From an optimization exercise on the open Yosys and OpenROAD flow, aimed at a short achievable clock period and few clock cycles; shortcuts taken in it are not production practice.
Function was checked by simulation only, so behaviour that the tests miss may differ from the original.
Power and IR drop assume default switching activity.

===== flow/design.v =====
module fde_core (
    input  wire        clk,
    input  wire        rst,            
    input  wire [7:0]  key,            
    output wire [7:0]  mem_addr,
    output wire        mem_we,
    output wire [15:0] mem_wdata,
    input  wire [15:0] mem_rdata,
    output reg  [15:0] out_data,
    output reg         out_valid,
    output reg  [15:0] disp_data,
    output reg         disp_data_valid,
    output reg  [15:0] disp_ctrl,
    output reg         disp_ctrl_valid,
    output reg         halted,
    output reg  [1:0]  fault,
    output reg  [15:0] fault_info
);
    localparam [1:0] FAULT_NONE        = 2'd0;
    localparam [1:0] FAULT_INVALID_OP  = 2'd1;
    localparam [1:0] FAULT_ADDR_RANGE  = 2'd3;
    localparam [7:0] OP_NOP = 8'h00, OP_LDA = 8'h01, OP_ADD = 8'h02, OP_SUB = 8'h03,
                     OP_STA = 8'h04, OP_LDI = 8'h05, OP_JMP = 8'h06, OP_JC  = 8'h07,
                     OP_JZ  = 8'h08, OP_SHL = 8'h09, OP_SHR = 8'h0A, OP_KEY = 8'h0B,
                     OP_OUT = 8'h0E, OP_HLT = 8'h0F, OP_PSH = 8'h10, OP_POP = 8'h11,
                     OP_CAL = 8'h12, OP_RET = 8'h13, OP_LSP = 8'h14, OP_DSD = 8'h15,
                     OP_DSC = 8'h16;
    reg [15:0] reg_a;
    reg        carry;
    reg        zero;
    reg [3:0]  sp;
    reg [7:0]  ma;         
    reg        mw;         
    reg [15:0] mwd;        
    reg        pk_fetch;   
    wire [7:0] ma_p1 = ma + 8'd1;
    assign mem_addr  = ma;
    assign mem_we    = mw;
    assign mem_wdata = mwd;
    reg        have;
    reg [7:0]  ir_op;
    reg [7:0]  ir_opd;
    reg [7:0]  nseq;       
    reg [7:0]  nseq_p1;    
    reg d_lda, d_add, d_sub, d_sta, d_psh, d_pop, d_cal, d_ret;
    reg d_ldi, d_key, d_shl, d_shr, d_out, d_dsd, d_dsc, d_lsp, d_hlt, d_bad;
    reg d_jc, d_jz;
    reg d_guess;           
    localparam CL = 5;
    localparam NL = 1 << CL;
    reg [NL-1:0] c_val;
    reg [15:0] pf_word;
    reg        pf_ok;
    wire jx     = have & !halted;                        
    wire j_mem  = d_lda | d_add | d_sub | d_sta | d_psh | d_pop;    
    wire ret_bad = d_ret & (mem_rdata[15:8] != 8'd0);
    wire halting = jx & (d_hlt | d_bad | ret_bad);
    wire [15:0] opb      = mem_rdata;
    wire [15:0] opx      = d_sub ? ~opb : opb;
    reg  [16:0] pg_g, pg_p, pk_g, pk_p;
    reg  [15:0] alu_res;
    reg         alu_c;
    integer     ki, kd;
    always @* begin
        pg_g[0] = d_sub;
        pg_p[0] = 1'b0;
        for (ki = 0; ki < 16; ki = ki + 1) begin
            pg_g[ki+1] = reg_a[ki] & opx[ki];
            pg_p[ki+1] = reg_a[ki] ^ opx[ki];
        end
        pk_g = pg_g;
        pk_p = pg_p;
        for (kd = 1; kd < 17; kd = kd * 2) begin
            for (ki = 16; ki >= kd; ki = ki - 1) begin
                pk_g[ki] = pk_g[ki] | (pk_p[ki] & pk_g[ki-kd]);
                pk_p[ki] = pk_p[ki] & pk_p[ki-kd];
            end
        end
        for (ki = 0; ki < 16; ki = ki + 1)
            alu_res[ki] = pg_p[ki+1] ^ pk_g[ki];
        alu_c = pk_g[16];
    end
    wire        alu_z    = d_sub ? (reg_a == opb)
                                 : ((reg_a ^ opb) == {reg_a[14:0] | opb[14:0], 1'b0});
    wire j_alu = jx & (d_add | d_sub);
    reg [15:0] a_other;
    always @* begin
        a_other = reg_a;
        if (jx) begin
            if (d_lda | d_pop) a_other = mem_rdata;
            if (d_ldi)         a_other = {8'd0, ir_opd};
            if (d_key)         a_other = {8'd0, key};
            if (d_shl)         a_other = {reg_a[14:0], 1'b0};
            if (d_shr)         a_other = {1'b0, reg_a[15:1]};
        end
    end
    wire [15:0] a_aj = j_alu ? alu_res : a_other;
    wire c_other = (jx & d_shl) ? reg_a[15] : (jx & d_shr) ? reg_a[0] : carry;
    wire z_other = (jx & d_shl) ? (reg_a[14:0] == 15'd0) :
                   (jx & d_shr) ? (reg_a[15:1] == 15'd0) : zero;
    wire c_aj = j_alu ? alu_c : c_other;
    wire z_aj = j_alu ? alu_z : z_other;
    reg [3:0] sp_aj;
    always @* begin
        sp_aj = sp;
        if (jx) begin
            if (d_psh | d_cal) sp_aj = sp + 4'd1;
            if (d_pop | d_ret) sp_aj = sp - 4'd1;
            if (d_lsp)         sp_aj = reg_a[3:0];
        end
    end
    wire        pf_use = pf_ok & !(mw & (ma == nseq));
    wire        n_from_pf = !pk_fetch & have & j_mem & pf_use;
    wire        j_wrong = jx & d_guess & ((d_jc & carry) | (d_jz & zero));
    wire        n_valid = (pk_fetch & !j_wrong) | n_from_pf;
    wire [15:0] n_word  = pk_fetch ? mem_rdata : pf_word;
    wire [7:0]  n_nseq  = pk_fetch ? ma_p1 : nseq_p1;
    wire [7:0]  n_op    = n_word[15:8];
    wire [7:0]  n_opd   = n_word[7:0];
    wire n_lda = (n_op == OP_LDA), n_add = (n_op == OP_ADD), n_sub = (n_op == OP_SUB);
    wire n_sta = (n_op == OP_STA), n_psh = (n_op == OP_PSH), n_pop = (n_op == OP_POP);
    wire n_cal = (n_op == OP_CAL), n_ret = (n_op == OP_RET);
    wire n_jmp = (n_op == OP_JMP), n_jc = (n_op == OP_JC), n_jz = (n_op == OP_JZ);
    wire n_dir  = n_lda | n_add | n_sub | n_sta;
    wire n_push = n_psh | n_cal;
    wire n_popr = n_pop | n_ret;
    wire n_memop = n_dir | n_push | n_popr;
    wire n_guess = j_alu & (n_jc | n_jz);
    wire n_taken = n_jmp | (!j_alu & ((n_jc & c_other) | (n_jz & z_other)));
    wire use_opd = n_valid & (n_dir | (!n_memop & n_taken));
    reg [7:0]  ma_n;
    reg        mw_n;
    reg [15:0] mwd_n;
    reg        pk_n;
    reg [7:0]  ma_rest;
    always @* begin
        ma_rest = n_nseq;
        if (n_valid) begin
            if (n_push)      ma_rest = {4'hF, sp_aj};
            else if (n_popr) ma_rest = {4'hF, sp_aj - 4'd1};
        end else begin
            if (d_cal | j_wrong) ma_rest = ir_opd;
            else if (d_ret) ma_rest = mem_rdata[7:0];
            else            ma_rest = nseq;
        end
        ma_n = use_opd ? n_opd : ma_rest;
    end
    always @* begin
        mw_n  = 1'b0;
        mwd_n = a_aj;
        pk_n  = 1'b1;
        if (n_valid) begin
            if (n_memop) begin
                pk_n = 1'b0;
                mw_n = n_sta | n_push;
                if (n_cal) mwd_n = {8'd0, n_nseq};
            end
        end
        if (halting) mw_n = 1'b0;
    end
    wire [16*NL-1:0] c_words;
    wire [NL-1:0]    c_hit_a, c_hit_b;
    genvar gi;
    generate
        for (gi = 0; gi < NL; gi = gi + 1) begin : line
            reg [15:0]   data;
            reg [7-CL:0] tag;
            wire sel = (ma[CL-1:0] == gi);
            wire upd = mw & c_val[gi] & (tag == ma[7:CL]);
            always @(posedge clk) begin
                if (sel && (pk_fetch || upd)) begin
                    data <= pk_fetch ? mem_rdata : mwd;
                    tag  <= ma[7:CL];
                end
            end
            assign c_words[gi*16 +: 16] = data;
            assign c_hit_a[gi] = c_val[gi] & (tag == ma_p1[7:CL]);
            assign c_hit_b[gi] = c_val[gi] & (tag == nseq_p1[7:CL]);
        end
    endgenerate
    wire [CL-1:0] ia = ma_p1[CL-1:0];
    wire [CL-1:0] ib = nseq_p1[CL-1:0];
    wire        hit_a  = c_hit_a[ia];
    wire        hit_b  = c_hit_b[ib];
    wire [15:0] word_a = c_words[ia*16 +: 16];
    wire [15:0] word_b = c_words[ib*16 +: 16];
    always @(posedge clk) begin
        if (rst)
            c_val <= {NL{1'b0}};
        else if (!halted && pk_fetch)
            c_val[ma[CL-1:0]] <= 1'b1;
    end
    always @(posedge clk) begin
        if (rst) begin
            reg_a           <= 16'd0;
            carry           <= 1'b0;
            zero            <= 1'b0;
            sp              <= 4'd0;
            ma              <= 8'd0;
            mw              <= 1'b0;
            mwd             <= 16'd0;
            pk_fetch        <= 1'b1;
            have            <= 1'b0;
            ir_op           <= 8'd0;
            ir_opd          <= 8'd0;
            nseq            <= 8'd0;
            nseq_p1         <= 8'd0;
            {d_lda, d_add, d_sub, d_sta, d_psh, d_pop, d_cal, d_ret} <= 8'd0;
            {d_ldi, d_key, d_shl, d_shr, d_out, d_dsd, d_dsc, d_lsp, d_hlt, d_bad} <= 10'd0;
            {d_jc, d_jz, d_guess} <= 3'd0;
            pf_word         <= 16'd0;
            pf_ok           <= 1'b0;
            halted          <= 1'b0;
            fault           <= FAULT_NONE;
            fault_info      <= 16'd0;
            out_data        <= 16'd0;
            out_valid       <= 1'b0;
            disp_data       <= 16'd0;
            disp_data_valid <= 1'b0;
            disp_ctrl       <= 16'd0;
            disp_ctrl_valid <= 1'b0;
        end else begin
            out_valid       <= 1'b0;
            disp_data_valid <= 1'b0;
            disp_ctrl_valid <= 1'b0;
            if (halted) begin
                mw <= 1'b0;
            end else begin
                reg_a <= a_aj;
                carry <= c_aj;
                zero  <= z_aj;
                if (jx) begin
                    if (d_psh | d_cal) sp <= sp + 4'd1;
                    if (d_pop) sp <= sp - 4'd1;
                    if (d_ret) begin
                        if (ret_bad) begin
                            halted     <= 1'b1;
                            fault      <= FAULT_ADDR_RANGE;
                            fault_info <= mem_rdata;
                        end else begin
                            sp <= sp - 4'd1;
                        end
                    end
                    if (d_out) begin
                        out_data  <= reg_a;
                        out_valid <= 1'b1;
                    end
                    if (d_dsd) begin
                        disp_data       <= reg_a;
                        disp_data_valid <= 1'b1;
                    end
                    if (d_dsc) begin
                        disp_ctrl       <= reg_a;
                        disp_ctrl_valid <= 1'b1;
                    end
                    if (d_lsp) sp <= reg_a[3:0];
                    if (d_hlt) halted <= 1'b1;
                    if (d_bad) begin
                        halted     <= 1'b1;
                        fault      <= FAULT_INVALID_OP;
                        fault_info <= {8'd0, ir_op};
                    end
                end
                ma       <= ma_n;
                mw       <= mw_n;
                mwd      <= mwd_n;
                pk_fetch <= pk_n;
                have     <= n_valid;
                ir_op    <= n_op;
                ir_opd   <= n_opd;
                nseq     <= n_nseq;
                nseq_p1  <= n_nseq + 8'd1;
                d_lda    <= n_lda;
                d_add    <= n_add;
                d_sub    <= n_sub;
                d_sta    <= n_sta;
                d_psh    <= n_psh;
                d_pop    <= n_pop;
                d_cal    <= n_cal;
                d_ret    <= n_ret;
                d_jc     <= n_jc;
                d_jz     <= n_jz;
                d_guess  <= n_guess;
                d_ldi    <= (n_op == OP_LDI);
                d_key    <= (n_op == OP_KEY);
                d_shl    <= (n_op == OP_SHL);
                d_shr    <= (n_op == OP_SHR);
                d_out    <= (n_op == OP_OUT);
                d_dsd    <= (n_op == OP_DSD);
                d_dsc    <= (n_op == OP_DSC);
                d_lsp    <= (n_op == OP_LSP);
                d_hlt    <= (n_op == OP_HLT);
                d_bad    <= (n_op == 8'h0C) | (n_op == 8'h0D) | (n_op > 8'h16);
                if (pk_fetch) begin
                    pf_word <= word_a;
                    pf_ok   <= hit_a;
                end else begin
                    pf_word <= word_b;
                    pf_ok   <= hit_b & !(mw & (ma == nseq_p1));
                end
            end
        end
    end
endmodule

===== flow/run.sh =====
#!/bin/bash
# synth_recipe.tcl (not shown) runs the flow's synth.tcl, then flattens the netlist and writes it again
# the make line also repeats each setting of config.mk as NAME=value (left out here)
make -C /OpenROAD-flow-scripts/flow DESIGN_CONFIG=/design/flow/config.mk WORK_HOME=/design/flow/orfs CLKGATE_MAP_FILE= SYNTH_SCRIPT=/design/flow/synth_recipe.tcl finish

===== flow/config.mk =====
export PLATFORM = sky130hd
export DESIGN_NAME = fde_core
export DESIGN_NICKNAME = fde_core
export VERILOG_FILES = /design/flow/design.v
export SDC_FILE = /design/flow/constraint.sdc
export NUM_CORES = 4
export LEC_CHECK = 0
export ABC_CLOCK_PERIOD_IN_PS = 1500
export CAP_MARGIN = 20
export CORE_MARGIN = 2
export CORE_UTILIZATION = 40
export PLACE_DENSITY = 0.6
export SETUP_SLACK_MARGIN = 4.5
export SLEW_MARGIN = 20
export TNS_END_PERCENT = 30

===== flow/constraint.sdc =====
create_clock -name core_clock -period 7.0 [get_ports {clk}]
set_input_delay 1.4000 -clock core_clock [delete_from_list [all_inputs] [get_ports {clk}]]
set_output_delay 1.4000 -clock core_clock [all_outputs]
set_load 0.01 [all_outputs]

==> results.yml, run 1 <==
status:
  status: "complete, no violations"
critical_path:
  cp_cell_sequence: "buf_12 -> xor2_1 -> ha_1 -> a211oi_2 -> o211ai_1 -> nand2_1 -> o211ai_1 -> a2111oi_2 -> o41ai_1 -> buf_4 -> buf_4 -> a21oi_4 -> o221ai_2 -> and3b_1"
  worstSetupEndpointType: "flop"
  cpLargestDelayFamily: "compound AO/OA/AOI/OAI gates"
  r2r_cells: 17
  crit_start: "mem_rdata[0]"
  timing.rr.end: "pf_word[8]"
  slowest_stage: "a2111oi_2"
  start_kind: "primary input"
  critPathBufInv: 3
  r2r_slack_ns: 3.88
  crit_type: "in2reg"
  max_stage_delay_ns: 0.39
  crit_cells: 14
  cp.arrival_ns: 3.88
  critPathRequiredTime_ns: 7.56
  critPathMaxFanout: 3
  reg2reg_from: "ma[0]"
clock_network:
  cts_buffers: 91
  h-tree-depth: 3
  cts-root-buf: "clkbuf_16"
  cts_buffer_depth: 3
  tritoncts: "done"
  hold_buffers: 0
  clkLatencyLatePin_ns: 0.69
  clkSinkCount: 829
  clk_pin_slew_worst_paths_ns: 0.06
timing:
  tightest_slew_ns: 1.07
  period_needed_ns: 3.31
  fin_skew_ns: 0.0473
  drv_slew: 0
  finalSetupViolations: 0
  hold_viol: 0
  setup-tns-final_ns: 0
  fmax_mhz: 302
  finalCritPeriodShare_pct: 47.3
  rsz0062_at_grt: "true"
  finalWorstSetupSlack_ns: 3.69
  holdWs_ns: 0.457
  slew-limit-headroom_pct: 28.8
routing:
  ant_nets: 0
  routed_wl_um: 148000
  wl_per_cell_um: 26.9
  viasPerCell: 5.98
  drt_iter0_drc: 3681
  dr.pass1.iters: 9
  vias: 32900
  drc: 0
final_layout:
  finalNonFillerCells: 5502
  stdcell_area_mm2: 0.0523
  area_growth_pct: 31.8
  antenna_cells: 0
  mostFrequentLayoutCells: "721 x nand2_1, 608 x edfxtp_1, 256 x buf_4"
  fin_util_pct: 53.2
  final_common_cell: "nand2_1"
  drive_above_1_share_pct: 26.8
  final_nets: 4207
hold_path:
  holdPathEnd: "fault_info[11]"
  hold_path.class: "reg2reg"
  whs_path_depth: 2
  min_from: "fault_info[11]"
global_routing:
  gr-total-overflow: 0
  grt_max_degree: 83
  grt_pass1_wl_um: 205000
  grt_pass1_vias: 30400
  antenna_found_initial: 1
  grt_use_total_pct: 26.8
placement:
  dpl.hpwl_um: 76300
  portBuffers: 120
  placed_area_mm2: 0.0425
  place.gp.congestion: 0.928
  dp_cells: 4998
  post-place-ws_ns: 2.05
floorplanning:
  ioPinCount: 121
  die_h_um: 319
  die_w_um: 319
  core_area_mm2: 0.0983
  rows: 115
  initial_core_util_pct: 40.4
  die-area_mm2: 0.102
synth:
  post_synth_num_cell_types: 77
  synth_ff_type: "edfxtp_1"
  synthArstFlopShare_pct: 0
  yosysWarnings: 1
  netlist_instances: 3779
  syn_area_per_cell_um2: 10.5
  syn_area_mm2: 0.0397
  yosysSeqAreaShare_pct: 57.2
  synth-edff-count: 608
  synthesis.nets: 3849
  ys_seq_elements: 829
job:
  cap_violations: 0
power_and_ir_drop:
  ir_drop_uv: 189
  finalPower_mw: 14.9
  cellPowerDensity_mw_per_mm2: 285
  leakagePower_nw: 19.3
-- tightest hold or removal path, stage by stage (launching register included) --
cell and delay (ns):
dfxtp_2 0.32, nand2_1 0.05, a21oi_1 0.05
-- cell usage after synthesis, types with 12 or more instances --
cell type / instances / area share, %
nand2_1: 738 / 7.0
edfxtp_1: 608 / 46
nor2_1: 259 / 2.5
clkbuf_1: 224 / 2.1
dfxtp_1: 221 / 11
a21oi_1: 177 / 2.2
xnor2_1: 173 / 3.8
xor2_1: 155 / 3.4
nor3_1: 142 / 1.8
and3_1: 137 / 2.2
a211oi_1: 110 / 2.1
o21ai_0: 77 / 0.97
a31oi_1: 76 / 1.2
a311oi_1: 75 / 1.7
inv_1: 65 / 0.62
mux2i_1: 56 / 1.4
ha_1: 44 / 1.4
nand3_1: 37 / 0.47
nor4_1: 31 / 0.49
buf_1: 29 / 0.27
a41oi_1: 27 / 0.60
a22oi_1: 21 / 0.40
buf_2: 21 / 0.26
nor2b_1: 16 / 0.25
nand2b_1: 15 / 0.24
or3_1: 14 / 0.22
nand4_1: 13 / 0.21
nor3b_1: 13 / 0.25
xnor3_1: 12 / 0.68
-- final cells by class --
type,instances,area (um^2)
Clock buffer,123,2480
Sequential cell,829,22900
Clock inverter,48,508
Multi-Input combinational cell,2601,17900
Inverter,67,298
Fill cell,8286,46000
Timing Repair inverter,3,48.8
Timing Repair Buffer,544,6530
Tap cell,1287,1610
-- power breakdown --
group,total [mW],internal [mW],switching [mW]
clock network,4.82,2.71,2.10
registers,5.69,5.50,0.190
logic,4.39,1.81,2.58
-- cells by family (layout without fill, tap and decap cells) --
kind of cell / Yosys count / in the layout / share of synthesized area (%)
buffers and inverters: 351 / 785 / 3.52
xor gates and xnor gates: 343 / 343 / 8.13
AOI/OAI and AO/OA: 685 / 685 / 11.7
DFF: 829 / 829 / 57.2
and+or+nand+nor: 1460 / 1460 / 16.4
adders and majority gates: 44 / 44 / 1.39
muxes: 67 / 69 / 1.73
-- routing by layer --
layer | up-vias | part of all wire [%] | global-route usage, %
met5 | - | 0.0054 | 0
met4 | 2 | 4.0 | 10.5
met3 | 326 | 10 | 4.37
met2 | 1892 | 46 | 42.7
met1 | 16300 | 40 | 36.6
li1 | 14400 | - | -
-- how the worst max path moves through the flow --
| stage | end | slack, ns |
|---|---|---|
| 2_1_floorplan | mwd[14] | 3.25 |
| 3_3_place_gp | ma[2] | 2.04 |
| 3_5_place_dp | ma[2] | 2.05 |
| 4_1_cts | mwd[14] | 3.79 |
| 5_1_grt | mwd[14] | 3.54 |
| 6_report | carry | 3.69 |
-- state kept, by name, indices dropped and copies added (netlist names), 2 cells and up --
register,count
line.data,512
out_data,16
c_val,32
reg_a,16
ma,8
pf_word,16
line.tag,96
disp_data,16
sp,4
disp_ctrl,16
nseq_p1,8
ir_op,8
nseq,8
fault_info,16
ir_opd,8
mwd,16
fault,2
-- what timing repair did --
| item | 4_1_cts | 5_1_grt |
|---|---|---|
| pin swaps | 102 | 147 |
| setup buffers | 174 | 117 |
| setup endpoints to repair | 1067 | 617 |
| gates resized for setup | 986 | 303 |
| cloned | 22 | 20 |
Testbench counts, summed over its fixed seeds: cycles 20,098.
==> run 2: changes to the inputs <==
--- a/flow/design.v
+++ b/flow/design.v
@@ -27,3 +27,5 @@
                      OP_DSC = 8'h16;
-    reg [15:0] reg_a;
+    reg [7:0]  a_lo, a_h0, a_h1;
+    reg        a_cs;
+    wire [15:0] reg_a = {a_cs ? a_h1 : a_h0, a_lo};
     reg        carry;
@@ -33,5 +35,8 @@
     reg        mw;         
-    reg [15:0] mwd;        
+    reg [7:0]  mwd_lo, mwd_h0, mwd_h1;    
+    reg        mwd_cs;
+    wire [15:0] mwd = {mwd_cs ? mwd_h1 : mwd_h0, mwd_lo};
     reg        pk_fetch;   
     wire [7:0] ma_p1 = ma + 8'd1;
+    wire [7:0] ma_m1 = ma - 8'd1;
     assign mem_addr  = ma;
@@ -57,27 +62,31 @@
     wire halting = jx & (d_hlt | d_bad | ret_bad);
-    wire [15:0] opb      = mem_rdata;
-    wire [15:0] opx      = d_sub ? ~opb : opb;
-    reg  [16:0] pg_g, pg_p, pk_g, pk_p;
-    reg  [15:0] alu_res;
-    reg         alu_c;
-    integer     ki, kd;
-    always @* begin
-        pg_g[0] = d_sub;
-        pg_p[0] = 1'b0;
-        for (ki = 0; ki < 16; ki = ki + 1) begin
-            pg_g[ki+1] = reg_a[ki] & opx[ki];
-            pg_p[ki+1] = reg_a[ki] ^ opx[ki];
-        end
-        pk_g = pg_g;
-        pk_p = pg_p;
-        for (kd = 1; kd < 17; kd = kd * 2) begin
-            for (ki = 16; ki >= kd; ki = ki - 1) begin
-                pk_g[ki] = pk_g[ki] | (pk_p[ki] & pk_g[ki-kd]);
-                pk_p[ki] = pk_p[ki] & pk_p[ki-kd];
+    function [8:0] add8;           
+        input [7:0] x, y;
+        input       ci;
+        reg   [8:0] g, p, pp;
+        integer     i, d;
+        begin
+            g[0] = ci;
+            p[0] = 1'b0;
+            for (i = 0; i < 8; i = i + 1) begin
+                g[i+1] = x[i] & y[i];
+                p[i+1] = x[i] ^ y[i];
             end
+            pp = p;
+            for (d = 1; d < 9; d = d * 2)
+                for (i = 8; i >= d; i = i - 1) begin
+                    g[i] = g[i] | (p[i] & g[i-d]);
+                    p[i] = p[i] & p[i-d];
+                end
+            for (i = 0; i < 8; i = i + 1)
+                add8[i] = pp[i+1] ^ g[i];
+            add8[8] = g[8];
         end
-        for (ki = 0; ki < 16; ki = ki + 1)
-            alu_res[ki] = pg_p[ki+1] ^ pk_g[ki];
-        alu_c = pk_g[16];
-    end
+    endfunction
+    wire [15:0] opb    = mem_rdata;
+    wire [15:0] opx    = d_sub ? ~opb : opb;
+    wire [8:0]  alu_l  = add8(reg_a[7:0],  opx[7:0],  d_sub);
+    wire [8:0]  alu_h0 = add8(reg_a[15:8], opx[15:8], 1'b0);
+    wire [8:0]  alu_h1 = add8(reg_a[15:8], opx[15:8], 1'b1);
+    wire        alu_c  = alu_l[8] ? alu_h1[8] : alu_h0[8];
     wire        alu_z    = d_sub ? (reg_a == opb)
@@ -96,3 +105,6 @@
     end
-    wire [15:0] a_aj = j_alu ? alu_res : a_other;
+    wire [7:0]  aj_lo = j_alu ? alu_l[7:0]  : a_other[7:0];
+    wire [7:0]  aj_h0 = j_alu ? alu_h0[7:0] : a_other[15:8];
+    wire [7:0]  aj_h1 = j_alu ? alu_h1[7:0] : a_other[15:8];
+    wire        aj_cs = j_alu & alu_l[8];
     wire c_other = (jx & d_shl) ? reg_a[15] : (jx & d_shr) ? reg_a[0] : carry;
@@ -132,3 +144,4 @@
     reg        mw_n;
-    reg [15:0] mwd_n;
+    reg [7:0]  mwd_lo_n, mwd_h0_n, mwd_h1_n;
+    reg        mwd_cs_n;
     reg        pk_n;
@@ -149,3 +162,6 @@
         mw_n  = 1'b0;
-        mwd_n = a_aj;
+        mwd_lo_n = aj_lo;
+        mwd_h0_n = aj_h0;
+        mwd_h1_n = aj_h1;
+        mwd_cs_n = aj_cs;
         pk_n  = 1'b1;
@@ -155,3 +171,8 @@
                 mw_n = n_sta | n_push;
-                if (n_cal) mwd_n = {8'd0, n_nseq};
+                if (n_cal) begin
+                    mwd_lo_n = n_nseq;
+                    mwd_h0_n = 8'd0;
+                    mwd_h1_n = 8'd0;
+                    mwd_cs_n = 1'b0;
+                end
             end
@@ -167,4 +188,4 @@
             reg [7-CL:0] tag;
-            wire sel = (ma[CL-1:0] == gi);
-            wire upd = mw & c_val[gi] & (tag == ma[7:CL]);
+            wire sel = (ma_m1[CL-1:0] == gi);
+            wire upd = mw & c_val[gi] & (tag == ma_m1[7:CL]);
             always @(posedge clk) begin
@@ -172,3 +193,3 @@
                     data <= pk_fetch ? mem_rdata : mwd;
-                    tag  <= ma[7:CL];
+                    tag  <= ma_m1[7:CL];
                 end
@@ -176,8 +197,8 @@
             assign c_words[gi*16 +: 16] = data;
-            assign c_hit_a[gi] = c_val[gi] & (tag == ma_p1[7:CL]);
-            assign c_hit_b[gi] = c_val[gi] & (tag == nseq_p1[7:CL]);
+            assign c_hit_a[gi] = c_val[gi] & (tag == ma[7:CL]);
+            assign c_hit_b[gi] = c_val[gi] & (tag == nseq[7:CL]);
         end
     endgenerate
-    wire [CL-1:0] ia = ma_p1[CL-1:0];
-    wire [CL-1:0] ib = nseq_p1[CL-1:0];
+    wire [CL-1:0] ia = ma[CL-1:0];       
+    wire [CL-1:0] ib = nseq[CL-1:0];     
     wire        hit_a  = c_hit_a[ia];
@@ -190,3 +211,3 @@
         else if (!halted && pk_fetch)
-            c_val[ma[CL-1:0]] <= 1'b1;
+            c_val[ma_m1[CL-1:0]] <= 1'b1;
     end
@@ -194,3 +215,6 @@
         if (rst) begin
-            reg_a           <= 16'd0;
+            a_lo            <= 8'd0;
+            a_h0            <= 8'd0;
+            a_h1            <= 8'd0;
+            a_cs            <= 1'b0;
             carry           <= 1'b0;
@@ -200,3 +224,6 @@
             mw              <= 1'b0;
-            mwd             <= 16'd0;
+            mwd_lo          <= 8'd0;
+            mwd_h0          <= 8'd0;
+            mwd_h1          <= 8'd0;
+            mwd_cs          <= 1'b0;
             pk_fetch        <= 1'b1;
@@ -228,3 +255,6 @@
             end else begin
-                reg_a <= a_aj;
+                a_lo  <= aj_lo;
+                a_h0  <= aj_h0;
+                a_h1  <= aj_h1;
+                a_cs  <= aj_cs;
                 carry <= c_aj;
@@ -265,3 +295,6 @@
                 mw       <= mw_n;
-                mwd      <= mwd_n;
+                mwd_lo   <= mwd_lo_n;
+                mwd_h0   <= mwd_h0_n;
+                mwd_h1   <= mwd_h1_n;
+                mwd_cs   <= mwd_cs_n;
                 pk_fetch <= pk_n;
--- a/flow/config.mk
+++ b/flow/config.mk
@@ -7,3 +7,3 @@
 export LEC_CHECK = 0
-export ABC_CLOCK_PERIOD_IN_PS = 1500
+export ABC_CLOCK_PERIOD_IN_PS = 2500
 export CAP_MARGIN = 20
@@ -12,4 +12,4 @@
 export PLACE_DENSITY = 0.6
-export SETUP_SLACK_MARGIN = 4.5
+export SETUP_SLACK_MARGIN = 4.3
 export SLEW_MARGIN = 20
-export TNS_END_PERCENT = 30
+export TNS_END_PERCENT = 100
==> run 2 against run 1 <==
Synthesized cell count fell by 14%. Sequential power rose by 6.7%. Sequential share of layout area fell by 0.20 points. First-iteration DRC count fell by 4.5%. Combinational power rose by 3%. Via count fell by 5.8%. Synthesized area rose by 0.29%. Flip-flop and latch count rose by 18. Final cell count fell by 8.7%. Wire length rose by 4.8%. Critical path depth did not move. Die area rose by 0.29%. Critical endpoint is now line[21].data[15]. Largest power group unchanged.
==> results.yml, run 2 <==
timing:
  setup-tns-final_ns: 0
  period_needed_ns: 3.17
  fin_skew_ns: 0.0516
  finalSetupViolations: 0
  tightest_slew_ns: 1.03
  hold_viol: 0
  slew-limit-headroom_pct: 31.1
  rsz0062_at_grt: "true"
  fmax_mhz: 316
  drv_slew: 0
  finalCritPeriodShare_pct: 45.3
placement:
  dpl.hpwl_um: 78600
  placed_area_mm2: 0.0433
  place.gp.congestion: 0.983
  portBuffers: 120
clock_network:
  cts-root-buf: "clkbuf_16"
  tritoncts: "done"
  clk_pin_slew_worst_paths_ns: 0.06
  clkLatencyLatePin_ns: 0.70
  cts_buffers: 89
  clkSinkCount: 847
  cts_buffer_depth: 3
  h-tree-depth: 3
  hold_buffers: 0
routing:
  drc: 0
  drt_iter0_drc: 3517
  wl_per_cell_um: 30.8
  dr.pass1.iters: 8
  routed_wl_um: 155000
  ant_nets: 0
  viasPerCell: 6.17
  vias: 31000
synth:
  yosysMostFrequentCell: "edfxtp_1"
  synth-edff-count: 608
  synthesis.nets: 3331
  post_synth_num_cell_types: 80
  ys_seq_elements: 847
  netlist.area_leader.share_pct: 45.9
  syn_area_per_cell_um2: 12.2
  netlist_top_cells_count: "608 x edfxtp_1, 329 x nor2_1, 304 x nand2_1"
  syn_area_mm2: 0.0398
  synth_ff_type: "edfxtp_1"
  yosysSeqAreaShare_pct: 57.9
  yosysWarnings: 1
  netlist_instances: 3260
  yosys.area.top_type: "edfxtp_1"
  synth_area_leaders: "edfxtp_1 46%, dfxtp_1 12%, mux4_2 7.2%"
  synthArstFlopShare_pct: 0
job:
  cap_violations: 0
final_layout:
  antenna_cells: 0
  largest_reg_flops: 512
  final_common_cell: "edfxtp_1"
  reg.largest.list: "line.data: 512 flops, line.tag: 96 flops, c_val: 32 flops"
  stdcell_area_mm2: 0.0532
  largest_register: "line.data"
  fill_cells: 8053
  area_growth_pct: 33.8
  mostFrequentLayoutCells: "608 x edfxtp_1, 304 x nor2_1, 287 x nand2_1"
  drive_above_1_share_pct: 30.6
  final_nets: 3736
floorplanning:
  die-area_mm2: 0.102
  core_area_mm2: 0.0984
  initial_core_util_pct: 40.4
  ioPinCount: 121
  die_w_um: 319
  die_h_um: 319
  rows: 115
global_routing:
  antenna_found_initial: 1
  grt_pass1_vias: 29100
  grt_max_degree: 68
  grt_pass1_wl_um: 208000
  gr-total-overflow: 0
  grt_use_total_pct: 28.0
critical_path:
  crit_type: "reg2reg"
  cp.arrival_ns: 3.56
  critPathMaxFanout: 5
  worstSetupEndpointType: "flop"
  start_kind: "flop"
  critPathRequiredTime_ns: 7.39
power_and_ir_drop:
  leakagePower_nw: 19.1
  ir_drop_uv: 205
  cellPowerDensity_mw_per_mm2: 294
hold_path:
  hold_path.class: "reg2reg"
status:
  status: "complete, no violations"
-- run 2: final cells by class --
cell class / count / area, um^2 / area share [%]
tap: 1287 / 1610 / 3.02
clock buffer: 112 / 2430 / 4.56
sequential: 847 / 23200 / 43.5
timing repair buffer: 545 / 7440 / 14.0
multi-input combinational: 2121 / 17600 / 33.1
inverter: 61 / 265 / 0.498
clock inverter: 51 / 702 / 1.32
-- run 2: worst paths after layout --
path / startpoint / to / slack (ns) / cells past startpoint
setup / recovery: ma[3] / line[21].data[15] / 3.83 / 14
setup reg to reg: ma[3] / line[21].data[15] / 3.83 / 14
hold / removal: out_data[0] / out_data[0] / 0.45 / 2
hold reg to reg: out_data[0] / out_data[0] / 0.45 / 2
-- run 2: kinds of logic after synthesis --
family | count (synthesis) | synth area share, %
fa+ha+maj | 45 | 1.43
simple gates | 945 | 10.5
compound gates | 545 | 9.48
mux | 208 | 9.33
xor+xnor | 377 | 8.32
buf+inv | 293 | 2.99
flops | 847 | 57.9
-- run 2: where the power goes --
part	internal [mW]	switching, mW	leakage (nW)
Clock	2.94	2.14	1.52
Sequential	5.82	0.246	7.48
Combinational	2.00	2.50	10.1
Total	10.8	4.89	19.1
-- run 2: stage by stage --
stage / utilization, % / hold slack [ns] / cells / worst slack [ns] / total power [mW]
floorplan: - / 0.437 / 3260 / 3.77 / 8.08
global placement: 44.0 / 0.441 / 4527 / 2.48 / 9.06
detailed placement: 44.0 / 0.446 / 4527 / 2.50 / 9.09
CTS: 51.5 / 0.455 / 4903 / 3.87 / 15.0
global route: 54.1 / 0.471 / 5024 / 3.81 / 16.0
finish: 54.1 / 0.452 / 5024 / 3.83 / 15.6
-- run 2: worst max-delay path, cell delays in order, from the launching register on --
cell and delay [ns]:
dfxtp_4 0.38, nor3_4 0.19, nand2b_1 0.10, or4_4 0.46, xnor2_4 0.17, buf_12 0.16
buf_12 0.12, buf_16 0.12, buf_4 0.14, xnor2_4 0.12, nor2_2 0.15, a41oi_2 0.17
nor3_4 0.19, buf_12 0.18, clkbuf_16 0.17
-- run 2: routing by layer --
| layer | routed length [um] | up-vias | global-route usage, % |
|---|---|---|---|
| li1 | - | 13000 | - |
| met2 | 71400 | 1946 | 45.1 |
| met5 | 11 | - | 0 |
| met1 | 58000 | 15500 | 36.1 |
| met3 | 14500 | 535 | 4.99 |
| met4 | 10800 | 2 | 14.9 |
-- run 2: repair_timing --
item                        CTS  global route
cloned                       47            40
buffers inserted            166            81
setup endpoints to repair  1203           782
resized for setup           732           236
pin swaps                    49           113
Testbench counts of run 2, summed over its fixed seeds: cycles 20,098.
==> run 3: changes to the inputs <==
--- a/flow/config.mk
+++ b/flow/config.mk
@@ -14,2 +14,2 @@
 export SLEW_MARGIN = 20
-export TNS_END_PERCENT = 100
+export TNS_END_PERCENT = 5
==> run 3 against run 2 <==
Final cell count shrank 3.7%. Largest cell class unchanged. Sequential share of layout area is 3.9 points higher. Via count is 8.1% lower. Highest routed layer is now met4. Wire length down 17%. Critical endpoint is now line[2].data[1]. Critical path depth is the same.
==> results.yml, run 3 <==
status:
  status: "complete, no violations"
placement:
  place.gp.congestion: 0.981
  post-place-ws_ns: 2.63
  portBuffers: 120
  dpl.hpwl_um: 77100
routing:
  ant_nets: 0
  routed_wl_um: 128000
  drc: 0
  viasPerCell: 5.89
  vias: 28500
  dr.pass1.iters: 7
  wl_per_cell_um: 26.5
  drt_iter0_drc: 3023
synth:
  synth_ff_type: "edfxtp_1"
  yosys.area.top_type: "edfxtp_1"
  synth-edff-count: 608
  synthesis.nets: 3331
  syn_area_per_cell_um2: 12.2
  synthArstFlopShare_pct: 0
  ys_seq_elements: 847
  synth_area_leaders: "edfxtp_1 46%, dfxtp_1 12%, mux4_2 7.2%"
  yosysSeqAreaShare_pct: 57.9
  yosysWarnings: 1
  post_synth_num_cell_types: 80
  yosysMostFrequentCell: "edfxtp_1"
  syn_area_mm2: 0.0398
  netlist_instances: 3260
  netlist.area_leader.share_pct: 45.9
  netlist_top_cells_count: "608 x edfxtp_1, 329 x nor2_1, 304 x nand2_1"
final_layout:
  largest_register: "line.data"
  area_growth_pct: 22.3
  largest_reg_flops: 512
  mostFrequentLayoutCells: "608 x edfxtp_1, 317 x nor2_1, 294 x nand2_1"
  final_nets: 3550
  multi_input_area_mm2: 0.0168
  final_common_cell: "edfxtp_1"
  register_area_mm2: 0.0231
  antenna_cells: 0
  drive_above_1_share_pct: 21.0
  reg.largest.list: "line.data: 512 flops, line.tag: 96 flops, c_val: 32 flops"
  fill_cells: 8539
power_and_ir_drop:
  power_frac_clock_pct: 32.7
  pwr-share-seq_pct: 42.6
  leakagePower_nw: 17.0
  p_int_mw: 9.87
  cellPowerDensity_mw_per_mm2: 291
  ir_drop_uv: 196
  finalPower_mw: 14.2
  p_sw_share_pct: 30.4
  p_comb_share_pct: 24.7
  p_sw_mw: 4.31
clock_network:
  hold_buffers: 0
  clkLatencyLatePin_ns: 0.67
  h-tree-depth: 3
  clk_pin_slew_worst_paths_ns: 0.06
  tritoncts: "done"
  cts-root-buf: "clkbuf_16"
  cts_buffers: 87
  clkSinkCount: 847
  cts_buffer_depth: 3
timing:
  holdWs_ns: 0.453
  rsz0062_at_grt: "true"
  finalSetupViolations: 0
  drv_slew: 0
  slew-limit-headroom_pct: 30.6
  tightest_slew_ns: 1.04
  hold_viol: 0
  fin_skew_ns: 0.0374
  finalCritPeriodShare_pct: 45.3
  period_needed_ns: 3.17
  fmax_mhz: 315
  finalWorstSetupSlack_ns: 3.83
  setup-tns-final_ns: 0
critical_path:
  start_kind: "flop"
  slowest_stage: "or4_4"
  cp_cell_sequence: "buf_12 -> nor3_4 -> nand2b_1 -> or4_4 -> xnor2_4 -> buf_6 -> buf_16 -> buf_12 -> buf_12 -> xnor2_1 -> nor2_1 -> a41oi_1 -> nor3_4 -> buf_12"
  critPathMaxFanout: 19
  worstSetupEndpointType: "flop"
  cpLargestDelayFamily: "simple AND/OR/NAND/NOR gates"
  critPathBufInv: 6
  max_stage_delay_ns: 0.46
  crit_type: "reg2reg"
  critPathMostFrequentCell: "buf_12"
  cp.arrival_ns: 3.52
  r2r_slack_ns: 3.83
  critPathRequiredTime_ns: 7.35
job:
  cap_violations: 0
floorplanning:
  rows: 115
  ioPinCount: 121
  die-area_mm2: 0.102
  die_h_um: 319
  die_w_um: 319
  initial_core_util_pct: 40.4
  core_area_mm2: 0.0984
global_routing:
  grt_max_degree: 174
  gr-total-overflow: 0
  grt_pass1_wl_um: 187000
  grt_pass1_vias: 27400
  grt_use_total_pct: 24.6
  antenna_found_initial: 0
hold_path:
  hold_path.class: "reg2reg"
-- run 3: cell counts after synthesis --
Identical to the previous run, type by type.
-- run 3: worst reg2reg max path, cell delays in order (launching register included) --
cell	delay, ns
dfxtp_4	0.35
buf_12	0.13
nor3_4	0.19
nand2b_1	0.10
or4_4	0.46
xnor2_4	0.18
buf_6	0.15
buf_16	0.13
buf_12	0.13
buf_12	0.13
xnor2_1	0.12
nor2_1	0.11
a41oi_1	0.19
nor3_4	0.26
buf_12	0.20
-- run 3: layer usage --
layer  vias to the layer above  track usage, %  share of wire, %  wire [um]
met2                      1399            39.5                47      60300
li1                      12600               -                 -          -
met4                         0            11.4               4.8       6160
met1                     14200            32.5                40      51200
met3                       332            4.31               8.1      10400
met5                         -               0                 0          0
-- run 3: power by group through the flow --
stage / clock network [mW] / registers (mW) / logic, mW
after floorplan: 0 / 6.06 / 1.97
after CTS: 4.72 / 6.03 / 3.35
after global placement: 0 / 6.14 / 2.85
after detailed placement: 0 / 6.15 / 2.87
after global routing: 4.91 / 6.07 / 3.68
final: 4.64 / 6.04 / 3.50
-- run 3: timing repair --
item | in CTS | in global routing
pin swaps | 19 | 64
gates cloned | 16 | 1
resized for setup | 202 | 200
endpoints found under the setup margin | 1149 | 951
buffers inserted | 68 | 60
-- run 3: worst paths after layout --
check,from,end,depth (start not counted)
max,ma[2],line[2].data[1],14
min,disp_data[5],disp_data[5],2
max reg2reg,ma[2],line[2].data[1],14
min reg2reg,disp_data[5],disp_data[5],2
-- run 3: final cells by class --
type,count,area share (%)
clock buffer,106,4.77
clock inverter,55,1.03
inverter,61,0.499
multi-input combinational,2121,34.5
sequential,847,47.5
tap,1287,3.31
timing repair buffer,361,8.37
-- run 3: kinds of logic (layout without fill, tap and decap cells) --
kind of cell / count (synthesis) / count (layout) / synth area share (%)
buffers and inverters: 293 / 583 / 2.99
adders and majority gates: 45 / 45 / 1.43
muxes: 208 / 208 / 9.33
and+or+nand+nor: 945 / 945 / 10.5
xor gates and xnor gates: 377 / 377 / 8.32
AOI/OAI and AO/OA: 545 / 546 / 9.48
DFF: 847 / 847 / 57.9
-- run 3: through the flow --
step	cells	utilization, %	instance area [um^2]
after detailed placement	4531	43.7	43100
after global placement	4530	43.7	43000
final	4838	49.4	48700
after floorplan	3260	-	40300
after CTS	4776	48.4	47600
after global routing	4838	49.4	48700
==> run 4: changes to the inputs <==
--- a/flow/design.v
+++ b/flow/design.v
@@ -40,3 +40,2 @@
     wire [7:0] ma_p1 = ma + 8'd1;
-    wire [7:0] ma_m1 = ma - 8'd1;
     assign mem_addr  = ma;
@@ -55,3 +54,3 @@
     localparam NL = 1 << CL;
-    reg [NL-1:0] c_val;
+    wire [NL-1:0] c_val;
     reg [15:0] pf_word;
@@ -188,4 +187,5 @@
             reg [7-CL:0] tag;
-            wire sel = (ma_m1[CL-1:0] == gi);
-            wire upd = mw & c_val[gi] & (tag == ma_m1[7:CL]);
+            wire [7-CL:0] wtag = (gi == NL - 1) ? ma[7:CL] - 1'b1 : ma[7:CL];
+            wire sel = (ma[CL-1:0] == (gi + 1) % NL);
+            wire upd = mw & c_val[gi] & (tag == wtag);
             always @(posedge clk) begin
@@ -193,5 +193,13 @@
                     data <= pk_fetch ? mem_rdata : mwd;
-                    tag  <= ma_m1[7:CL];
+                    tag  <= wtag;
                 end
             end
+            reg        val;
+            always @(posedge clk) begin
+                if (rst)
+                    val <= 1'b0;
+                else if (!halted && pk_fetch && sel)
+                    val <= 1'b1;
+            end
+            assign c_val[gi] = val;
             assign c_words[gi*16 +: 16] = data;
@@ -208,8 +216,2 @@
     always @(posedge clk) begin
-        if (rst)
-            c_val <= {NL{1'b0}};
-        else if (!halted && pk_fetch)
-            c_val[ma_m1[CL-1:0]] <= 1'b1;
-    end
-    always @(posedge clk) begin
         if (rst) begin
--- a/flow/config.mk
+++ b/flow/config.mk
@@ -14,2 +14,2 @@
 export SLEW_MARGIN = 20
-export TNS_END_PERCENT = 5
+export TNS_END_PERCENT = 100
==> run 4 against run 3 <==
Core utilization is 0.21 points lower. Clock-buffer cell count is 18 higher. Via count is 4.2% lower. Combinational power is 29% lower. Clock skew is 0.0032 ns higher. Die area is 1.8% lower. Critical endpoint is now mem_wdata[12]. Highest routed layer is now met5.
==> results.yml, run 4 <==
clock_network:
  cts_buffers: 89
  clkSinkCount: 847
  hold_buffers: 0
  clkLatencyLatePin_ns: 0.69
  clk_pin_slew_worst_paths_ns: 0.06
  cts-root-buf: "clkbuf_16"
  h-tree-depth: 3
  tritoncts: "done"
  cts_buffer_depth: 3
global_routing:
  grt_pass1_vias: 26900
  grt_pass1_wl_um: 187000
  grt_use_total_pct: 25.7
  grt_max_degree: 106
  antenna_found_initial: 3
  gr-total-overflow: 0
critical_path:
  worstSetupEndpointType: "output port"
  slowest_stage: "dfxtp_4"
  critPathMaxFanout: 5
  cp_cell_sequence: "buf_12 -> mux2_4 -> buf_6"
  critPathRequiredTime_ns: 5.60
  cp.arrival_ns: 1.66
  max_stage_delay_ns: 0.37
  crit_type: "reg2out"
  start_kind: "flop"
timing:
  setup-tns-final_ns: 0
  finalSetupViolations: 0
  rsz0062_at_grt: "true"
  fin_skew_ns: 0.0407
  slew-limit-headroom_pct: 30.9
  finalCritPeriodShare_pct: 43.7
  period_needed_ns: 3.06
  tightest_slew_ns: 1.04
  hold_viol: 0
  holdWs_ns: 0.458
  finalWorstSetupSlack_ns: 3.94
  fmax_mhz: 327
  drv_slew: 0
placement:
  dpl.hpwl_um: 78100
  placed_area_mm2: 0.0419
  dp_cells: 4279
  post-place-ws_ns: 2.43
  portBuffers: 120
  place.gp.congestion: 0.936
synth:
  synthArstFlopShare_pct: 0
  yosysMostFrequentCell: "edfxtp_1"
  ys_seq_elements: 847
  post_synth_num_cell_types: 86
  netlist_top_cells_count: "608 x edfxtp_1, 294 x nor2_1, 239 x dfxtp_1"
  netlist.area_leader.share_pct: 46.7
  syn_area_per_cell_um2: 13.0
  yosysWarnings: 1
  syn_area_mm2: 0.0391
  synthesis.nets: 3084
  yosys.area.top_type: "edfxtp_1"
  yosysSeqAreaShare_pct: 59.0
  synth_ff_type: "edfxtp_1"
  synth_area_leaders: "edfxtp_1 47%, dfxtp_1 12%, mux4_2 7.6%"
  netlist_instances: 3013
  synth-edff-count: 608
final_layout:
  register_area_mm2: 0.0231
  final_common_cell: "edfxtp_1"
  area_growth_pct: 21.9
  reg.largest.list: "line.data: 512 flops, line.tag: 96 flops, line.val: 32 flops"
  multi_input_area_mm2: 0.0160
  drive_above_1_share_pct: 25.8
  finalNonFillerCells: 4598
  largest_reg_flops: 512
  final_nets: 3320
  largest_register: "line.data"
  stdcell_area_mm2: 0.0476
  antenna_cells: 0
  mostFrequentLayoutCells: "608 x edfxtp_1, 285 x nor2_1, 200 x dfxtp_1"
  fill_cells: 8294
routing:
  ant_nets: 0
  dr.pass1.iters: 8
  drc: 0
  routed_wl_um: 131000
  wl_per_cell_um: 28.4
  vias: 27300
  viasPerCell: 5.93
  drt_iter0_drc: 2833
floorplanning:
  die-area_mm2: 0.100
  initial_core_util_pct: 40.4
  core_area_mm2: 0.0967
  die_w_um: 316
  die_h_um: 316
  ioPinCount: 121
  rows: 114
status:
  status: "complete, no violations"
hold_path:
  hold_path.class: "reg2reg"
power_and_ir_drop:
  leakagePower_nw: 16.6
  cellPowerDensity_mw_per_mm2: 269
  ir_drop_uv: 269
job:
  cap_violations: 0
-- run 4: per-layer routing --
layer	vias up	track usage, %	part of all wire (%)
met3	328	4.96	7.6
li1	11900	-	-
met4	4	12.5	5.0
met1	13800	32.5	39
met2	1269	42.6	48
met5	-	0	0.021
-- run 4: final timing paths --
path | endpoint | from | slack (ns) | depth (start not counted)
setup / recovery | mem_wdata[12] | mwd_cs | 3.94 | 3
hold / removal | disp_ctrl[0] | disp_ctrl[0] | 0.46 | 2
setup reg to reg | pf_word[9] | ma[0] | 4.26 | 12
hold reg to reg | disp_ctrl[0] | disp_ctrl[0] | 0.46 | 2
-- run 4: worst max-delay path, delay by kind of cell, from the launching register on --
family | cells | cell delay, ns
buf+inv | 2 | 0.26
flops | 1 | 0.37
mux | 1 | 0.34
-- run 4: per-stage QoR --
stage	utilization, %	total power, mW
floorplan	-	7.22
global placement	43.4	7.87
detailed placement	43.4	7.90
CTS	48.3	12.8
global route	49.2	13.2
finish	49.2	12.8
-- run 4: repair_timing --
item / 4_1_cts / 5_1_grt
hold endpoints to repair: 0 / 0
setup endpoints to repair: 934 / 159
gates cloned: 17 / 2
pin swaps: 38 / 65
setup buffers: 100 / 35
gates resized for setup: 536 / 172
-- run 4: layout make-up --
class | count | area share, %
timing repair inverter | 1 | 0.0105
clock buffer | 124 | 5.13
inverter | 59 | 0.494
sequential | 847 | 48.6
multi-input combinational | 1895 | 33.6
tap | 1276 | 3.35
timing repair buffer | 356 | 8.15
clock inverter | 40 | 0.723
-- run 4: kinds of logic after synthesis --
group | Yosys count | share of synthesized area (%)
flip-flops | 847 | 59.0
AND/OR/NAND/NOR | 752 | 8.97
AO/OA/AOI/OAI | 565 | 10.1
buffers and inverters | 272 | 3.26
XOR/XNOR | 269 | 6.03
multiplexers | 263 | 11.2
adder cells (fa/ha/maj) | 45 | 1.46
-- run 4: report_power, final --
part | switching [mW] | total (mW) | internal [mW]
clock | 2.01 | 4.54 | 2.53
sequential | 0.192 | 5.81 | 5.62
combinational | 1.42 | 2.48 | 1.07
total | 3.62 | 12.8 | 9.22
Testbench counts of run 4, summed over its fixed seeds: cycles 20,098.
==> run 5: changes to the inputs <==
--- a/flow/config.mk
+++ b/flow/config.mk
@@ -10,4 +10,4 @@
 export CORE_MARGIN = 2
-export CORE_UTILIZATION = 40
-export PLACE_DENSITY = 0.6
+export CORE_UTILIZATION = 55
+export PLACE_DENSITY = 0.75
 export SETUP_SLACK_MARGIN = 4.3
==> run 5 against run 4 <==
Still clean on timing, DRC and antenna. Non-clock buffer count is 18 lower. Total power is 0.21% higher. Combinational power is 6% lower. Setup slack better by 0.012 ns. Worst hold slack worse by 0.0046 ns. Largest cell class unchanged. Highest routed layer unchanged.
==> results.yml, run 5 <==
critical_path:
  crit_type: "reg2out"
  start_kind: "flop"
  critPathRequiredTime_ns: 5.60
  critPathMaxFanout: 5
  cp_cell_sequence: "buf_12 -> mux2_4 -> buf_6"
  slowest_stage: "dfxtp_4"
  cpLargestDelayFamily: "flip-flops"
  cp.arrival_ns: 1.64
  max_stage_delay_ns: 0.37
  worstSetupEndpointType: "output port"
  critPathBufInv: 2
final_layout:
  mostFrequentLayoutCells: "608 x edfxtp_1, 286 x nor2_1, 201 x dfxtp_1"
  drive_above_1_share_pct: 24.2
  final_nets: 3300
  final_common_cell: "edfxtp_1"
  register_area_mm2: 0.0231
  area_growth_pct: 20.2
  stdcell_area_mm2: 0.0469
  multi_input_area_mm2: 0.0159
  antenna_cells: 0
  reg.largest.list: "line.data: 512 flops, line.tag: 96 flops, line.val: 32 flops"
  largest_register: "line.data"
  fill_cells: 4998
  largest_reg_flops: 512
synth:
  yosys.area.top_type: "edfxtp_1"
  yosysWarnings: 1
  netlist_instances: 3013
  syn_area_mm2: 0.0391
  ys_seq_elements: 847
  post_synth_num_cell_types: 86
  yosysSeqAreaShare_pct: 59.0
  synth_ff_type: "edfxtp_1"
  synth-edff-count: 608
  netlist_top_cells_count: "608 x edfxtp_1, 294 x nor2_1, 239 x dfxtp_1"
  synthArstFlopShare_pct: 0
  synthesis.nets: 3084
  yosysMostFrequentCell: "edfxtp_1"
  syn_area_per_cell_um2: 13.0
  netlist.area_leader.share_pct: 46.7
  synth_area_leaders: "edfxtp_1 47%, dfxtp_1 12%, mux4_2 7.6%"
clock_network:
  cts_buffer_depth: 3
  cts-root-buf: "clkbuf_16"
  tritoncts: "done"
  cts_buffers: 87
  h-tree-depth: 3
  clkLatencyLatePin_ns: 0.67
  clk_pin_slew_worst_paths_ns: 0.06
  hold_buffers: 0
  clkSinkCount: 847
placement:
  dpl.hpwl_um: 74900
  placed_area_mm2: 0.0415
  place.gp.congestion: 0.987
  portBuffers: 120
timing:
  rsz0062_at_grt: "true"
  period_needed_ns: 3.04
  fin_skew_ns: 0.0284
  slew-limit-headroom_pct: 32.3
  fmax_mhz: 328
  setup-tns-final_ns: 0
  finalSetupViolations: 0
  finalCritPeriodShare_pct: 43.5
  hold_viol: 0
  drv_slew: 0
  tightest_slew_ns: 1.01
floorplanning:
  die_w_um: 270
  die_h_um: 270
  die-area_mm2: 0.0732
  rows: 97
  core_area_mm2: 0.0701
  initial_core_util_pct: 55.7
  ioPinCount: 121
routing:
  drc: 0
  viasPerCell: 6.60
  drt_iter0_drc: 3918
  vias: 28000
  wl_per_cell_um: 29.9
  dr.pass1.iters: 7
  routed_wl_um: 127000
  ant_nets: 0
global_routing:
  antenna_found_initial: 2
  grt_pass1_wl_um: 184000
  grt_max_degree: 96
  grt_pass1_vias: 27600
  grt_use_total_pct: 34.1
  gr-total-overflow: 0
power_and_ir_drop:
  leakagePower_nw: 16.5
  cellPowerDensity_mw_per_mm2: 274
  ir_drop_uv: 292
hold_path:
  hold_path.class: "reg2reg"
status:
  status: "complete, no violations"
job:
  cap_violations: 0
==> run 5: cell counts after synthesis <==
No cell type changed its count.
==> run 5: area by class of cell <==
cell class,instances,share of cell area [%]
multi-input combinational,1895,33.9
tap,940,2.51
timing repair inverter,1,0.0107
timing repair buffer,338,7.54
inverter,59,0.520
clock inverter,44,1.01
clock buffer,118,5.19
sequential,847,49.3
==> run 5: worst min-delay path: cells and delay by family, from the launching register on <==
family	cells	cell delay, ns
AND/OR/NAND/NOR	1	0.05
AO/OA/AOI/OAI	1	0.05
flip-flops	1	0.30
==> run 5: metal layers <==
layer  share of wire [%]  global-route usage (%)  up-vias
met1                  36                    44.1    13900
met3                  10                    7.02      453
met4                 6.1                    17.2        2
met5              0.0095                       0        -
li1                    -                       -    11800
met2                  47                    54.9     1778
==> run 5: cells by family (layout without fill, tap and decap cells) <==
logic type,Yosys count,after routing,share of synthesized area [%]
xor gates and xnor gates,269,269,6.03
muxes,263,263,11.2
DFF,847,847,59.0
buffers and inverters,272,560,3.26
AOI/OAI and AO/OA,565,565,10.1
and+or+nand+nor,752,753,8.97
adders and majority gates,45,45,1.46
==> run 5: what timing repair did <==
| item | in CTS | in global routing |
|---|---|---|
| gates resized for setup | 430 | 141 |
| cloned | 10 | 3 |
| setup endpoints to repair | 880 | 194 |
| setup buffers | 88 | 47 |
| pin swaps | 25 | 61 |
==> run 5: through the flow <==
step	total power, mW	hold slack [ns]	cells	worst slack (ns)	util (%)
2_1_floorplan	7.22	0.437	3013	3.87	-
3_3_place_gp	7.82	0.449	3932	2.52	59.1
3_5_place_dp	7.87	0.449	3932	2.43	59.1
4_1_cts	12.7	0.455	4192	3.94	65.5
5_1_grt	13.2	0.474	4242	3.93	66.9
6_report	12.9	0.453	4242	3.96	66.9
==> run 5: worst paths after layout <==
| check | from | end | slack, ns | cells after the start |
|---|---|---|---|---|
| worst max-delay path | mwd_cs | mem_wdata[10] | 3.96 | 3 |
| worst min-delay path | out_data[1] | out_data[1] | 0.45 | 2 |
| worst max register to register | pk_fetch | pf_word[9] | 4.26 | 10 |
| worst min register to register | out_data[1] | out_data[1] | 0.45 | 2 |
==> run 5: power breakdown <==
part / switching (mW) / internal (mW) / total, mW
clock: 2.02 / 2.69 / 4.71
combinational: 1.37 / 0.972 / 2.34
sequential: 0.195 / 5.62 / 5.81
total: 3.58 / 9.28 / 12.9
==> run 6: changes to the inputs <==
--- a/flow/config.mk
+++ b/flow/config.mk
@@ -11,2 +11,4 @@
 export CORE_UTILIZATION = 55
+export CTS_CLUSTER_DIAMETER = 60
+export CTS_CLUSTER_SIZE = 30
 export PLACE_DENSITY = 0.75
==> run 6 against run 5 <==
Core utilization decreased by 0.78 points. Die area unchanged. Clock-buffer cell count decreased by 57. Critical endpoint unchanged.
==> results.yml, run 6 <==
routing:
  ant_nets: 0
  dr.pass1.iters: 6
  vias: 27900
  viasPerCell: 6.64
  wl_per_cell_um: 29.9
  routed_wl_um: 126000
  drc: 0
  drt_iter0_drc: 3586
critical_path:
  critPathBufInv: 2
  r2r_slack_ns: 4.25
  crit_type: "reg2out"
  r2r_cells: 3
  cpLargestDelayFamily: "flip-flops"
  slowest_stage: "dfxtp_4"
  critPathMaxFanout: 5
  max_stage_delay_ns: 0.38
  cp.arrival_ns: 1.67
  critPathRequiredTime_ns: 5.60
  start_kind: "flop"
  worstSetupEndpointType: "output port"
  timing.rr.end: "line[2].data[7]"
  cp_cell_sequence: "buf_12 -> mux2_4 -> buf_6"
  reg2reg_from: "ma[2]"
timing:
  tightest_slew_ns: 1.13
  rsz0062_at_grt: "true"
  period_needed_ns: 3.07
  fmax_mhz: 326
  finalSetupViolations: 0
  drv_slew: 0
  slew-limit-headroom_pct: 24.6
  fin_skew_ns: 0.0409
  setup-tns-final_ns: 0
  holdWs_ns: 0.462
  hold_viol: 0
  finalCritPeriodShare_pct: 43.8
power_and_ir_drop:
  p_sw_share_pct: 30.3
  pwr-share-seq_pct: 48.5
  leakagePower_nw: 16.2
  p_sw_mw: 3.63
  power_frac_clock_pct: 31.7
  ir_drop_uv: 311
  p_int_mw: 8.35
  cellPowerDensity_mw_per_mm2: 258
  p_comb_share_pct: 19.9
synth:
  yosysSeqAreaShare_pct: 59.0
  yosysWarnings: 1
  synth-edff-count: 608
  yosysMostFrequentCell: "edfxtp_1"
  netlist.area_leader.share_pct: 46.7
  syn_area_per_cell_um2: 13.0
  netlist_top_cells_count: "608 x edfxtp_1, 294 x nor2_1, 239 x dfxtp_1"
  post_synth_num_cell_types: 86
  synth_area_leaders: "edfxtp_1 47%, dfxtp_1 12%, mux4_2 7.6%"
  synthesis.nets: 3084
  yosys.area.top_type: "edfxtp_1"
  netlist_instances: 3013
  ys_seq_elements: 847
  syn_area_mm2: 0.0391
  synth_ff_type: "edfxtp_1"
  synthArstFlopShare_pct: 0
global_routing:
  grt_max_degree: 96
  gr-total-overflow: 0
  grt_use_total_pct: 33.7
  grt_busiest_layer: "met2"
  grt_pass1_wl_um: 182000
  grt_use_met1_pct: 43.9
  grt_use_met2_pct: 54.3
  use_met3_pct: 6.59
  antenna_found_initial: 2
  grt_pass1_vias: 27100
placement:
  portBuffers: 120
  place.gp.congestion: 0.987
  dpl.hpwl_um: 74900
final_layout:
  drive_above_1_share_pct: 24.5
  multi_input_area_mm2: 0.0160
  final_common_cell: "edfxtp_1"
  mostFrequentLayoutCells: "608 x edfxtp_1, 287 x nor2_1, 200 x dfxtp_1"
  register_area_mm2: 0.0231
  reg.largest.list: "line.data: 512 flops, line.tag: 96 flops, line.val: 32 flops"
  antenna_cells: 0
  largest_reg_flops: 512
  area_growth_pct: 18.8
  final_nets: 3282
  largest_register: "line.data"
  fill_cells: 5036
clock_network:
  clkSinkCount: 847
  h-tree-depth: 2
  clkLatencyLatePin_ns: 0.67
  tritoncts: "done"
  cts-root-buf: "clkbuf_16"
  hold_buffers: 0
  cts_buffer_depth: 3
  cts_buffers: 58
  clk_pin_slew_worst_paths_ns: 0.10
job:
  cap_violations: 0
hold_path:
  min_from: "disp_data[1]"
  holdPathEnd: "disp_data[1]"
  whs_path_depth: 2
  hold_path.class: "reg2reg"
floorplanning:
  die_h_um: 270
  rows: 97
  ioPinCount: 121
  die_w_um: 270
  initial_core_util_pct: 55.7
  die-area_mm2: 0.0732
  core_area_mm2: 0.0701
status:
  status: "complete, no violations"
run 6: cell counts after synthesis:
Identical to the previous run, type by type.
run 6: area by class of cell:
cell class,count,share of cell area (%)
inverters,59,0.515
repair inverters,1,0.0108
flip-flops and latches,847,49.9
clock inverters,49,1.38
repair buffers,349,7.97
clock buffers,61,3.22
well taps,940,2.53
multi-input cells,1895,34.5
run 6: worst register-to-register path, stage by stage, from the launching register on:
cell and delay, ns:
dfxtp_4 0.36, buf_4 0.21, nor2_1 0.89, o2111a_2 0.93
run 6: how the worst max path moves through the flow:
stage	startpoint	endpoint	slack, ns	cells past startpoint
after global routing	mwd_cs	mem_wdata[10]	3.90	3
final	mwd_cs	mem_wdata[10]	3.93	3
after CTS	mwd_cs	mem_wdata[10]	3.91	3
after detailed placement	mem_rdata[15]	mwd_lo[3]	2.43	7
after global placement	mem_rdata[15]	mwd_lo[1]	2.52	7
after floorplan	mem_rdata[12]	a_h0[7]	3.87	10
run 6: kinds of logic (layout without fill, tap and decap cells):
group	Yosys count	count (layout)	synth area share (%)
DFF	847	847	59.0
and+or+nand+nor	752	753	8.97
AOI/OAI and AO/OA	565	565	10.1
buffers and inverters	272	519	3.26
xor gates and xnor gates	269	269	6.03
muxes	263	263	11.2
adders and majority gates	45	45	1.46
run 6: routing by layer:
layer | share of wire [%] | routed length [um]
met3 | 10 | 12700
met4 | 6.2 | 7740
met5 | 0.010 | 13
met2 | 47 | 59600
met1 | 36 | 45800
run 6: what timing repair did:
| action | in CTS | in global routing |
|---|---|---|
| setup endpoints to repair | 877 | 311 |
| gates resized for setup | 457 | 189 |
| setup buffers | 84 | 60 |
| pin swaps | 27 | 58 |
| cloned | 12 | 3 |
run 6: power groups by stage:
stage               clock, mW  combinational (mW)  sequential, mW
floorplan                   0                1.40            5.81
global placement            0                1.88            5.95
detailed placement          0                1.91            5.96
CTS                      3.82                2.20            5.79
global route             4.00                2.49            5.82
finish                   3.79                2.38            5.81
run 6: metrics by stage:
stage	util (%)	worst slack, ns	power, mW	area (um^2)	instances
after CTS	64.5	3.91	11.8	45300	4138
after detailed placement	59.1	2.43	7.87	41500	3932
after global placement	59.1	2.52	7.82	41500	3932
after global routing	66.1	3.90	12.3	46400	4201
after floorplan	-	3.87	7.22	39600	3013
final	66.1	3.93	12.0	46400	4201
==> run 7: changes to the inputs <==
--- a/flow/config.mk
+++ b/flow/config.mk
@@ -7,3 +7,3 @@
 export LEC_CHECK = 0
-export ABC_CLOCK_PERIOD_IN_PS = 2500
+export ABC_CLOCK_PERIOD_IN_PS = 2000
 export CAP_MARGIN = 20
@@ -11,6 +11,4 @@
 export CORE_UTILIZATION = 55
-export CTS_CLUSTER_DIAMETER = 60
-export CTS_CLUSTER_SIZE = 30
 export PLACE_DENSITY = 0.75
-export SETUP_SLACK_MARGIN = 4.3
+export SETUP_SLACK_MARGIN = 4.6
 export SLEW_MARGIN = 20
==> run 7 against run 6 <==
Still clean. First-iteration DRC count is 10% higher. Non-clock buffer count rose by 96. Die area unchanged. Sequential power hardly changed. Clock skew decreased by 0.00098 ns. Sequential share of layout area fell by 3.1 points. Via count grew 4.7%. Register-to-register slack barely moved. Critical path depth is the same. Worst hold slack worse by 0.0032 ns. Clock-buffer cell count up 51. Core utilization is 4.6 points higher. Highest routed layer unchanged.
==> results.yml, run 7 <==
synth:
  yosysSeqAreaShare_pct: 59.0
  yosys.area.top_type: "edfxtp_1"
  netlist_top_cells_count: "608 x edfxtp_1, 294 x nor2_1, 239 x dfxtp_1"
  post_synth_num_cell_types: 86
  synth-edff-count: 608
  synth_ff_type: "edfxtp_1"
  synthArstFlopShare_pct: 0
  yosysWarnings: 1
  syn_area_per_cell_um2: 13.0
  netlist_instances: 3013
  synth_area_leaders: "edfxtp_1 47%, dfxtp_1 12%, mux4_2 7.6%"
  netlist.area_leader.share_pct: 46.7
global_routing:
  grt_pass1_wl_um: 193000
  antenna_found_initial: 2
  gr-total-overflow: 0
  grt_use_total_pct: 35.9
floorplanning:
  core_area_mm2: 0.0701
  rows: 97
  initial_core_util_pct: 55.7
  die_h_um: 270
  die-area_mm2: 0.0732
  ioPinCount: 121
  die_w_um: 270
routing:
  routed_wl_um: 137000
  drc: 0
  wl_per_cell_um: 31.6
  viasPerCell: 6.72
  dr.pass1.iters: 8
power_and_ir_drop:
  leakagePower_nw: 17.6
  cellPowerDensity_mw_per_mm2: 270
  ir_drop_uv: 255
final_layout:
  final_nets: 3407
  fin_util_pct: 70.7
  final_common_cell: "edfxtp_1"
  fill_cells: 4554
  antenna_cells: 0
  largest_reg_flops: 512
  drive_above_1_share_pct: 32.2
  area_growth_pct: 27.0
  mostFrequentLayoutCells: "608 x edfxtp_1, 280 x nor2_1, 184 x nand2_1"
  reg.largest.list: "line.data: 512 flops, line.tag: 96 flops, line.val: 32 flops"
placement:
  dpl.hpwl_um: 71900
  place.gp.congestion: 0.945
  portBuffers: 120
  post-place-ws_ns: 2.44
hold_path:
  min_from: "fault_info[12]"
  whs_path_depth: 2
timing:
  setup-tns-final_ns: 0
  holdWs_ns: 0.459
  fin_skew_ns: 0.0400
  tightest_slew_ns: 1.06
  slew-limit-headroom_pct: 28.2
  hold_viol: 0
  drv_slew: 0
  rsz0062_at_grt: "true"
  finalSetupViolations: 0
  fmax_mhz: 334
critical_path:
  critPathMaxFanout: 5
  worstSetupEndpointType: "output port"
  r2r_cells: 9
  crit_type: "reg2out"
  r2r_slack_ns: 4.26
  timing.rr.end: "pf_word[0]"
  critPathRequiredTime_ns: 5.60
  start_kind: "flop"
clock_network:
  cts_buffers: 86
  clkLatencyLatePin_ns: 0.67
  hold_buffers: 0
  cts_buffer_depth: 3
status:
  status: "complete, no violations"
job:
  cap_violations: 0
==> run 7: cell counts after synthesis <==
No cell type changed its count.
==> run 7: repair_timing <==
action / in CTS / in global routing
buffers inserted: 170 / 69
gates resized for setup: 934 / 162
setup endpoints to repair: 1395 / 671
cloned: 25 / 9
pin swaps: 101 / 96
hold endpoints to repair: 0 / 0
==> run 7: routing by layer <==
| metal | wire length (um) | up-vias |
|---|---|---|
| met4 | 7840 | 2 |
| met5 | 14 | - |
| met1 | 50200 | 14700 |
| li1 | - | 12000 |
| met3 | 15100 | 493 |
| met2 | 64200 | 2024 |
==> run 7: how the worst max path moves through the flow <==
| stage | end | slack, ns | cells after the start |
|---|---|---|---|
| finish | mem_wdata[15] | 4.01 | 3 |
| global route | mem_wdata[15] | 3.98 | 3 |
| CTS | mem_wdata[15] | 4.00 | 3 |
| detailed placement | mwd_h0[7] | 2.44 | 8 |
| global placement | ma[1] | 2.53 | 8 |
| floorplan | a_h0[7] | 3.87 | 10 |
==> run 7: per-stage QoR <==
stage / cell area [um^2] / total power [mW] / std cells
final: 49600 / 13.4 / 4348
after global routing: 49600 / 13.7 / 4348
after CTS: 48000 / 13.0 / 4270
after detailed placement: 41500 / 7.87 / 3915
after global placement: 41500 / 7.82 / 3914
after floorplan: 39800 / 7.24 / 3013
==> run 7: kinds of logic (layout without fill, tap and decap cells) <==
family                     count (synthesis)  after routing  share of synthesized area (%)
AOI/OAI and AO/OA                        565            565                           10.1
xor gates and xnor gates                 269            269                           6.03
adders and majority gates                 45             45                           1.46
buffers and inverters                    272            665                           3.26
DFF                                      847            847                           59.0
muxes                                    263            264                           11.2
and+or+nand+nor                          752            753                           8.97
==> run 7: power by group <==
| group | internal (mW) | switching (mW) | total (mW) | leakage (nW) |
|---|---|---|---|---|
| Combinational | 1.24 | 1.59 | 2.83 | 8.66 |
| Clock | 2.71 | 2.07 | 4.78 | 1.42 |
| Sequential | 5.62 | 0.177 | 5.80 | 7.51 |
| Total | 9.57 | 3.84 | 13.4 | 17.6 |
==> run 7: layout make-up <==
cell class / instances / area [um^2] / area share, %
Sequential cell: 847 / 23200 / 46.8
Multi-Input combinational cell: 1896 / 16600 / 33.4
Timing Repair Buffer: 445 / 5450 / 11.0
Clock buffer: 112 / 2370 / 4.79
Tap cell: 940 / 1180 / 2.37
Clock inverter: 48 / 543 / 1.09
Inverter: 59 / 267 / 0.537
Timing Repair inverter: 1 / 5.00 / 0.0101
==> run 7: critical path: stages, from the launching register on <==
cell and delay [ns]:
dfxtp_4 0.35, buf_12 0.14, mux2_4 0.32, buf_6 0.13
